Source: an optimization exercise on an open RTL-to-GDS flow (aim: small area, a short achievable clock period and few clock cycles). Production flows keep margins and buffers that such runs may drop. In this exercise RTL edits were held to simulation tests only and were not proved equivalent to the original.

==> run H <==
// wfe_fwd_line
module wfe_fwd_line (
    input  wire        clk,
    input  wire        rst,
    input  wire        tap_we,
    input  wire        tap_hi,
    input  wire [3:0]  tap_idx,
    input  wire [31:0] tap_data,
    input  wire        start,
    input  wire [5:0]  n,
    input  wire [4:0]  lsz,
    input  wire [4:0]  hsz,
    input  wire        inv,
    output reg         busy,
    input  wire        in_valid,
    input  wire [31:0] in_data,
    output reg         in_ready,
    output wire        out_valid,
    output wire [31:0] out_data,
    output reg         done,
    output reg         err
);
==> module wfe_fadd, before the edit <==
module wfe_fadd (
    input  wire [31:0] a,
    input  wire [31:0] b,
    output reg  [31:0] y
);
    wire [7:0]  ea_f = a[30:23];
    wire [7:0]  eb_f = b[30:23];
    wire        a_top = &ea_f;
    wire        b_top = &eb_f;
    wire        a_frac = |a[22:0];
    wire        b_frac = |b[22:0];
    wire        a_nan = a_top & a_frac;
    wire        b_nan = b_top & b_frac;
    wire        a_inf = a_top & ~a_frac;
    wire        b_inf = b_top & ~b_frac;
    wire        ha = |ea_f;
    wire        hb = |eb_f;
    wire [7:0]  ea = {ea_f[7:1], ea_f[0] | ~ha};
    wire [7:0]  eb = {eb_f[7:1], eb_f[0] | ~hb};
    wire [23:0] ma = {ha, a[22:0]};
    wire [23:0] mb = {hb, b[22:0]};
    wire        sub = a[31] ^ b[31];
    wire [8:0]  dab, dba;
    wfe_padd #(9) u_dab (.x({1'b0, ea}), .y({1'b1, ~eb}), .ci(1'b1), .s(dab));
    wfe_padd #(9) u_dba (.x({1'b0, eb}), .y({1'b1, ~ea}), .ci(1'b1), .s(dba));
    wire        agb = ~dab[8];
    wire [7:0]  d   = agb ? dab[7:0] : dba[7:0];
    wire [7:0]  eL  = agb ? ea : eb;
    wire [23:0] mL  = agb ? ma : mb;
    wire [23:0] mS  = agb ? mb : ma;
    wire        sL  = agb ? a[31] : b[31];
    wire        d0  = agb ? (dba[8] == 1'b0) : 1'b0;    
    wire        d1  = (d == 8'd1);
    wire [7:0]  eLp1 = eL + 8'd1;
    wire [7:0]  eLm1 = eL - 8'd1;
    wire        big = |d[7:5] | (d[4:0] > 5'd26);
    wire [4:0]  dsh = big ? 5'd26 : d[4:0];
    wire [49:0] al  = {mS, 26'd0} >> dsh;
    wire [26:0] mSa = {al[49:24], |al[23:0]};
    wire [26:0] mLa = {mL, 3'd0};
    wire [27:0] fs;
    wfe_padd #(28) u_fs (.x({1'b0, mLa}), .y(sub ? {1'b1, ~mSa} : {1'b0, mSa}),
                         .ci(sub), .s(fs));
    reg  [23:0] fm;
    reg         fr, fst;
    reg  [7:0]  fx;
    always @* begin
        if (fs[27]) begin
            fm = fs[27:4]; fr = fs[3]; fst = |fs[2:0]; fx = eLp1;
        end else if (fs[26]) begin
            fm = fs[26:3]; fr = fs[2]; fst = |fs[1:0]; fx = eL;
        end else if (!sub) begin
            fm = fs[26:3]; fr = fs[2]; fst = |fs[1:0]; fx = 8'd0;
        end else begin
            fm = fs[25:2]; fr = fs[1]; fst = fs[0];    fx = eLm1;
        end
    end
    wire        finc  = fr & (fst | fm[0]);
    wire [30:0] fpack;
    wfe_pinc #(31) u_fpk (.x({fx, fm[22:0]}), .ci(finc), .s(fpack));
    wire [24:0] dd0, dd1, df1;
    wfe_padd #(25) u_dd0 (.x({1'b0, ma}), .y({1'b1, ~mb}), .ci(1'b1), .s(dd0));
    wfe_padd #(25) u_dd1 (.x({1'b0, mb}), .y({1'b1, ~ma}), .ci(1'b1), .s(dd1));
    wfe_padd #(25) u_df1 (.x({mL, 1'b0}), .y({1'b1, ~mS}), .ci(1'b1), .s(df1));
    wire        altb = dd0[24];
    wire [24:0] nv  = d0 ? {(altb ? dd1[23:0] : dd0[23:0]), 1'b0} : df1;
    wire        use_near = sub & (d0 | (d1 & ~df1[24]));
    wire        nsign = d0 ? (altb ? b[31] : a[31]) : sL;
    wire [24:0] lim = (eL < 8'd26) ? (25'd1 << (8'd25 - eL)) : 25'd0;
    wire [24:0] nq  = nv | lim;
    reg  [4:0]  lz;
    integer     i;
    always @* begin
        lz = 5'd24;
        for (i = 0; i < 25; i = i + 1)
            if (nq[i]) lz = 5'd24 - i[4:0];
    end
    wire [24:0] nsh = nv << lz;
    wire [7:0]  nx  = nsh[24] ? eL - {3'd0, lz} : 8'd0;
    wire        nzero = (nv == 25'd0);
    always @* begin
        if (a_nan || b_nan || (a_inf && b_inf && sub))
            y = 32'h7fc0_0000;
        else if (a_inf)
            y = a;
        else if (b_inf)
            y = b;
        else if (use_near)
            y = nzero ? 32'd0 : {nsign, nx, nsh[23:1]};
        else if ((&fx) || (&fpack[30:23]))
            y = {sL, 31'h7f80_0000};
        else
            y = {sL, fpack};
    end
endmodule
==> flow/config.mk <==
export PLATFORM = sky130hd
export DESIGN_NAME = wfe_fwd_line
export DESIGN_NICKNAME = wfe_fwd_line
export VERILOG_FILES = /design/flow/design.v
export SDC_FILE = /design/flow/constraint.sdc
export NUM_CORES = 4
export LEC_CHECK = 0
export ABC_AREA = 1
export CAP_MARGIN = 40
export CORE_MARGIN = 2
export CORE_UTILIZATION = 40
export SLEW_MARGIN = 20
==> flow/constraint.sdc <==
create_clock -name core_clock -period 52.0 [get_ports {clk}]
set_input_delay 10.4000 -clock core_clock [delete_from_list [all_inputs] [get_ports {clk}]]
set_output_delay 10.4000 -clock core_clock [all_outputs]
set_load 0.01 [all_outputs]
standard.sh (not shown) runs the stock make flow with config.mk's settings and CLKGATE_MAP_FILE= SYNTH_SCRIPT=/design/flow/synth_recipe.tcl, a recipe that flattens the netlist after the stock synthesis.
==> flow/flow/run.sh <==
#!/bin/bash
# Own layout flow: the standard layout (standard.sh, every ORFS step
# unchanged), except that the buffers the flow puts on the input and output
# ports are sky130_fd_sc_hd__buf_4 rather than the default buffer cell.
# The whole flow's output goes to standard_flow.log; ORFS keeps each step's
# own log under orfs/logs.
set -euo pipefail
export BUFFER_PORTS_ARGS="-buffer_cell sky130_fd_sc_hd__buf_4"
bash standard.sh > standard_flow.log 2>&1
==> inputs of run C, as changes to run H <==
--- a/flow/design.v
+++ b/flow/design.v
@@ -1996,41 +1996,40 @@
     wire [8:0]  dab, dba;
     wfe_padd #(9) u_dab (.x({1'b0, ea}), .y({1'b1, ~eb}), .ci(1'b1), .s(dab));
     wfe_padd #(9) u_dba (.x({1'b0, eb}), .y({1'b1, ~ea}), .ci(1'b1), .s(dba));
-    wire        agb = ~dab[8];
-    wire [7:0]  d   = agb ? dab[7:0] : dba[7:0];
+    wire        agb = ~dab[8];                   
+    wire        d0  = ~dab[8] & ~dba[8];         
+    wire        d1  = (dab == 9'd1) | (dba == 9'd1);
     wire [7:0]  eL  = agb ? ea : eb;
     wire [23:0] mL  = agb ? ma : mb;
     wire [23:0] mS  = agb ? mb : ma;
     wire        sL  = agb ? a[31] : b[31];
-    wire        d0  = agb ? (dba[8] == 1'b0) : 1'b0;    
-    wire        d1  = (d == 8'd1);
     wire [7:0]  eLp1 = eL + 8'd1;
     wire [7:0]  eLm1 = eL - 8'd1;
-    wire        big = |d[7:5] | (d[4:0] > 5'd26);
-    wire [4:0]  dsh = big ? 5'd26 : d[4:0];
-    wire [49:0] al  = {mS, 26'd0} >> dsh;
-    wire [26:0] mSa = {al[49:24], |al[23:0]};
-    wire [26:0] mLa = {mL, 3'd0};
+    wire        bigb = |dab[8:5] | (dab[4:0] > 5'd26);
+    wire        biga = |dba[8:5] | (dba[4:0] > 5'd26);
+    wire [4:0]  shb  = bigb ? 5'd26 : dab[4:0];
+    wire [4:0]  sha  = biga ? 5'd26 : dba[4:0];
+    wire [49:0] alb  = {mb, 26'd0} >> shb;
+    wire [49:0] ala  = {ma, 26'd0} >> sha;
+    wire [26:0] mbA  = {alb[49:24], |alb[23:0]};
+    wire [26:0] maA  = {ala[49:24], |ala[23:0]};
+    wire [26:0] mSa  = agb ? mbA : maA;
+    wire [26:0] mLa  = {mL, 3'd0};
     wire [27:0] fs;
     wfe_padd #(28) u_fs (.x({1'b0, mLa}), .y(sub ? {1'b1, ~mSa} : {1'b0, mSa}),
                          .ci(sub), .s(fs));
-    reg  [23:0] fm;
-    reg         fr, fst;
-    reg  [7:0]  fx;
-    always @* begin
-        if (fs[27]) begin
-            fm = fs[27:4]; fr = fs[3]; fst = |fs[2:0]; fx = eLp1;
-        end else if (fs[26]) begin
-            fm = fs[26:3]; fr = fs[2]; fst = |fs[1:0]; fx = eL;
-        end else if (!sub) begin
-            fm = fs[26:3]; fr = fs[2]; fst = |fs[1:0]; fx = 8'd0;
-        end else begin
-            fm = fs[25:2]; fr = fs[1]; fst = fs[0];    fx = eLm1;
-        end
-    end
-    wire        finc  = fr & (fst | fm[0]);
-    wire [30:0] fpack;
-    wfe_pinc #(31) u_fpk (.x({fx, fm[22:0]}), .ci(finc), .s(fpack));
+    wire [23:0] m1 = fs[27:4];
+    wire        i1 = fs[3] & ((|fs[2:0]) | m1[0]);
+    wire [23:0] m2 = fs[26:3];
+    wire        i2 = fs[2] & ((|fs[1:0]) | m2[0]);
+    wire [23:0] m3 = fs[25:2];
+    wire        i3 = fs[1] & (fs[0] | m3[0]);
+    wire [30:0] pk1, pk2, pk3;
+    wfe_pinc #(31) u_pk1 (.x({eLp1, m1[22:0]}), .ci(i1), .s(pk1));
+    wfe_pinc #(31) u_pk2 (.x({eL,   m2[22:0]}), .ci(i2), .s(pk2));
+    wfe_pinc #(31) u_pk3 (.x({eLm1, m3[22:0]}), .ci(i3), .s(pk3));
+    wire        o1 = (&eLp1) | (&pk1[30:23]);
+    wire        o2 = &pk2[30:23];
     wire [24:0] dd0, dd1, df1;
     wfe_padd #(25) u_dd0 (.x({1'b0, ma}), .y({1'b1, ~mb}), .ci(1'b1), .s(dd0));
     wfe_padd #(25) u_dd1 (.x({1'b0, mb}), .y({1'b1, ~ma}), .ci(1'b1), .s(dd1));
@@ -2060,10 +2059,14 @@
             y = b;
         else if (use_near)
             y = nzero ? 32'd0 : {nsign, nx, nsh[23:1]};
-        else if ((&fx) || (&fpack[30:23]))
-            y = {sL, 31'h7f80_0000};
+        else if (fs[27])
+            y = o1 ? {sL, 31'h7f80_0000} : {sL, pk1};
+        else if (fs[26])
+            y = o2 ? {sL, 31'h7f80_0000} : {sL, pk2};
+        else if (!sub)
+            y = {sL, 8'd0, fs[25:3]};
         else
-            y = {sL, fpack};
+            y = {sL, pk3};
     end
 endmodule
 module wfe_padd #(parameter W = 8) (
==> flow/run.sh (new file) <==
#!/bin/bash
# synth_recipe.tcl (not shown) runs the flow's synth.tcl, then flattens the netlist and writes it again
# the make line also repeats each setting of config.mk as NAME=value (left out here)
make -C /OpenROAD-flow-scripts/flow DESIGN_CONFIG=/design/flow/config.mk WORK_HOME=/design/flow/orfs CLKGATE_MAP_FILE= SYNTH_SCRIPT=/design/flow/synth_recipe.tcl finish
removed: flow/flow/run.sh
removed: flow/standard.sh
==> inputs of run E, as changes to run H <==
--- a/flow/design.v
+++ b/flow/design.v
@@ -1996,41 +1996,40 @@
     wire [8:0]  dab, dba;
     wfe_padd #(9) u_dab (.x({1'b0, ea}), .y({1'b1, ~eb}), .ci(1'b1), .s(dab));
     wfe_padd #(9) u_dba (.x({1'b0, eb}), .y({1'b1, ~ea}), .ci(1'b1), .s(dba));
-    wire        agb = ~dab[8];
-    wire [7:0]  d   = agb ? dab[7:0] : dba[7:0];
+    wire        agb = ~dab[8];                   
+    wire        d0  = ~dab[8] & ~dba[8];         
+    wire        d1  = (dab == 9'd1) | (dba == 9'd1);
     wire [7:0]  eL  = agb ? ea : eb;
     wire [23:0] mL  = agb ? ma : mb;
     wire [23:0] mS  = agb ? mb : ma;
     wire        sL  = agb ? a[31] : b[31];
-    wire        d0  = agb ? (dba[8] == 1'b0) : 1'b0;    
-    wire        d1  = (d == 8'd1);
     wire [7:0]  eLp1 = eL + 8'd1;
     wire [7:0]  eLm1 = eL - 8'd1;
-    wire        big = |d[7:5] | (d[4:0] > 5'd26);
-    wire [4:0]  dsh = big ? 5'd26 : d[4:0];
-    wire [49:0] al  = {mS, 26'd0} >> dsh;
-    wire [26:0] mSa = {al[49:24], |al[23:0]};
-    wire [26:0] mLa = {mL, 3'd0};
+    wire        bigb = |dab[8:5] | (dab[4:0] > 5'd26);
+    wire        biga = |dba[8:5] | (dba[4:0] > 5'd26);
+    wire [4:0]  shb  = bigb ? 5'd26 : dab[4:0];
+    wire [4:0]  sha  = biga ? 5'd26 : dba[4:0];
+    wire [49:0] alb  = {mb, 26'd0} >> shb;
+    wire [49:0] ala  = {ma, 26'd0} >> sha;
+    wire [26:0] mbA  = {alb[49:24], |alb[23:0]};
+    wire [26:0] maA  = {ala[49:24], |ala[23:0]};
+    wire [26:0] mSa  = agb ? mbA : maA;
+    wire [26:0] mLa  = {mL, 3'd0};
     wire [27:0] fs;
     wfe_padd #(28) u_fs (.x({1'b0, mLa}), .y(sub ? {1'b1, ~mSa} : {1'b0, mSa}),
                          .ci(sub), .s(fs));
-    reg  [23:0] fm;
-    reg         fr, fst;
-    reg  [7:0]  fx;
-    always @* begin
-        if (fs[27]) begin
-            fm = fs[27:4]; fr = fs[3]; fst = |fs[2:0]; fx = eLp1;
-        end else if (fs[26]) begin
-            fm = fs[26:3]; fr = fs[2]; fst = |fs[1:0]; fx = eL;
-        end else if (!sub) begin
-            fm = fs[26:3]; fr = fs[2]; fst = |fs[1:0]; fx = 8'd0;
-        end else begin
-            fm = fs[25:2]; fr = fs[1]; fst = fs[0];    fx = eLm1;
-        end
-    end
-    wire        finc  = fr & (fst | fm[0]);
-    wire [30:0] fpack;
-    wfe_pinc #(31) u_fpk (.x({fx, fm[22:0]}), .ci(finc), .s(fpack));
+    wire [23:0] m1 = fs[27:4];
+    wire        i1 = fs[3] & ((|fs[2:0]) | m1[0]);
+    wire [23:0] m2 = fs[26:3];
+    wire        i2 = fs[2] & ((|fs[1:0]) | m2[0]);
+    wire [23:0] m3 = fs[25:2];
+    wire        i3 = fs[1] & (fs[0] | m3[0]);
+    wire [30:0] pk1, pk2, pk3;
+    wfe_pinc #(31) u_pk1 (.x({eLp1, m1[22:0]}), .ci(i1), .s(pk1));
+    wfe_pinc #(31) u_pk2 (.x({eL,   m2[22:0]}), .ci(i2), .s(pk2));
+    wfe_pinc #(31) u_pk3 (.x({eLm1, m3[22:0]}), .ci(i3), .s(pk3));
+    wire        o1 = (&eLp1) | (&pk1[30:23]);
+    wire        o2 = &pk2[30:23];
     wire [24:0] dd0, dd1, df1;
     wfe_padd #(25) u_dd0 (.x({1'b0, ma}), .y({1'b1, ~mb}), .ci(1'b1), .s(dd0));
     wfe_padd #(25) u_dd1 (.x({1'b0, mb}), .y({1'b1, ~ma}), .ci(1'b1), .s(dd1));
@@ -2060,10 +2059,14 @@
             y = b;
         else if (use_near)
             y = nzero ? 32'd0 : {nsign, nx, nsh[23:1]};
-        else if ((&fx) || (&fpack[30:23]))
-            y = {sL, 31'h7f80_0000};
+        else if (fs[27])
+            y = o1 ? {sL, 31'h7f80_0000} : {sL, pk1};
+        else if (fs[26])
+            y = o2 ? {sL, 31'h7f80_0000} : {sL, pk2};
+        else if (!sub)
+            y = {sL, 8'd0, fs[25:3]};
         else
-            y = {sL, fpack};
+            y = {sL, pk3};
     end
 endmodule
 module wfe_padd #(parameter W = 8) (
==> comparison table <==
	run H	run C	run E
Result of the run	no timing/DRC/antenna violations	no timing/DRC/antenna violations	no timing/DRC/antenna violations
Routed met3 length	106000 um	114000 um	114000 um
Inst Count DP	36800	39100	39100
Critical path's slowest cell	sky130_fd_sc_hd__dfxtp_1	sky130_fd_sc_hd__clkdlybuf4s50_1	sky130_fd_sc_hd__dfxtp_1
Insertion delay of the later-clocked pin in the worst-skew pair	1.09 ns	1.05 ns	1.07 ns
Die area	610000 um2	635000 um2	635000 um2
Via-per-instance ratio	5.83	5.93	5.93
Die Wd	781 um	797 um	797 um
Fraction of cell area in non-clock buffers	2.80%	2.94%	2.77%
End point of the worst hold path	l2$_DFF_P_	z3$_DFF_P_	z2$_DFF_P_
Placement-stage worst setup slack	40.10 ns	39.79 ns	40.46 ns
Routed via count	219000	236000	236000
Depth of the most critical reg-to-reg path	60	49	55
Metal-1 WL	392000 um	428000 um	428000 um
Post-layout min period	12.28 ns	12.61 ns	12.21 ns
Clock input transition at the sequential cells of the worst setup and hold paths	0.06 ns	0.07 ns	0.06 ns
Clock distribution area overhead in the final layout	4.19%	3.97%	4.04%
Beginning of the worst register-to-register path	qr[1][27]$_SDFF_PP1_	qr[3][27]$_SDFF_PP1_	qr[3][27]$_SDFF_PP1_
Initial Utilization	40.1%	40.1%	40.1%
Sequential fraction of total cell area	32.0%	30.8%	30.8%
Sequential cell area in the final layout	84700 um2	84700 um2	84700 um2
Largest net degree at the start of global routing	158	224	181
Testbench counts of run H, summed over its fixed seeds: cycles 25,157.
Testbench counts of run C, summed over its fixed seeds: cycles 25,157.
Testbench counts of run E, summed over its fixed seeds: cycles 25,157.

separate check: timing with driven ports:
The results above use ideal ports. As a check the final layouts listed here were re-extracted and re-timed, cells and wires unchanged. Step 1: set_driving_cell puts a clkbuf_16 on clk and a buf_2 on each other input, an assumption about the parent block. Step 2 times the ports against the registers' clock, not the clock port: input delays grow and output delays shrink by t, the midpoint of the rising clock arrivals with the driver on. a / b / c = ideal ports / drivers / drivers and shift; a / b = the first two.
run	t (ns)	setup WS [ns]	worst register clock-pin slew, ns
run H	1.127	39.717 / 39.576 / 39.847	0.08 / 0.08
run C	1.103	39.391 / 39.270 / 39.513	0.07 / 0.07
run E	1.123	39.794 / 39.662 / 40.139	0.09 / 0.09
After both steps every run listed still meets setup and hold.
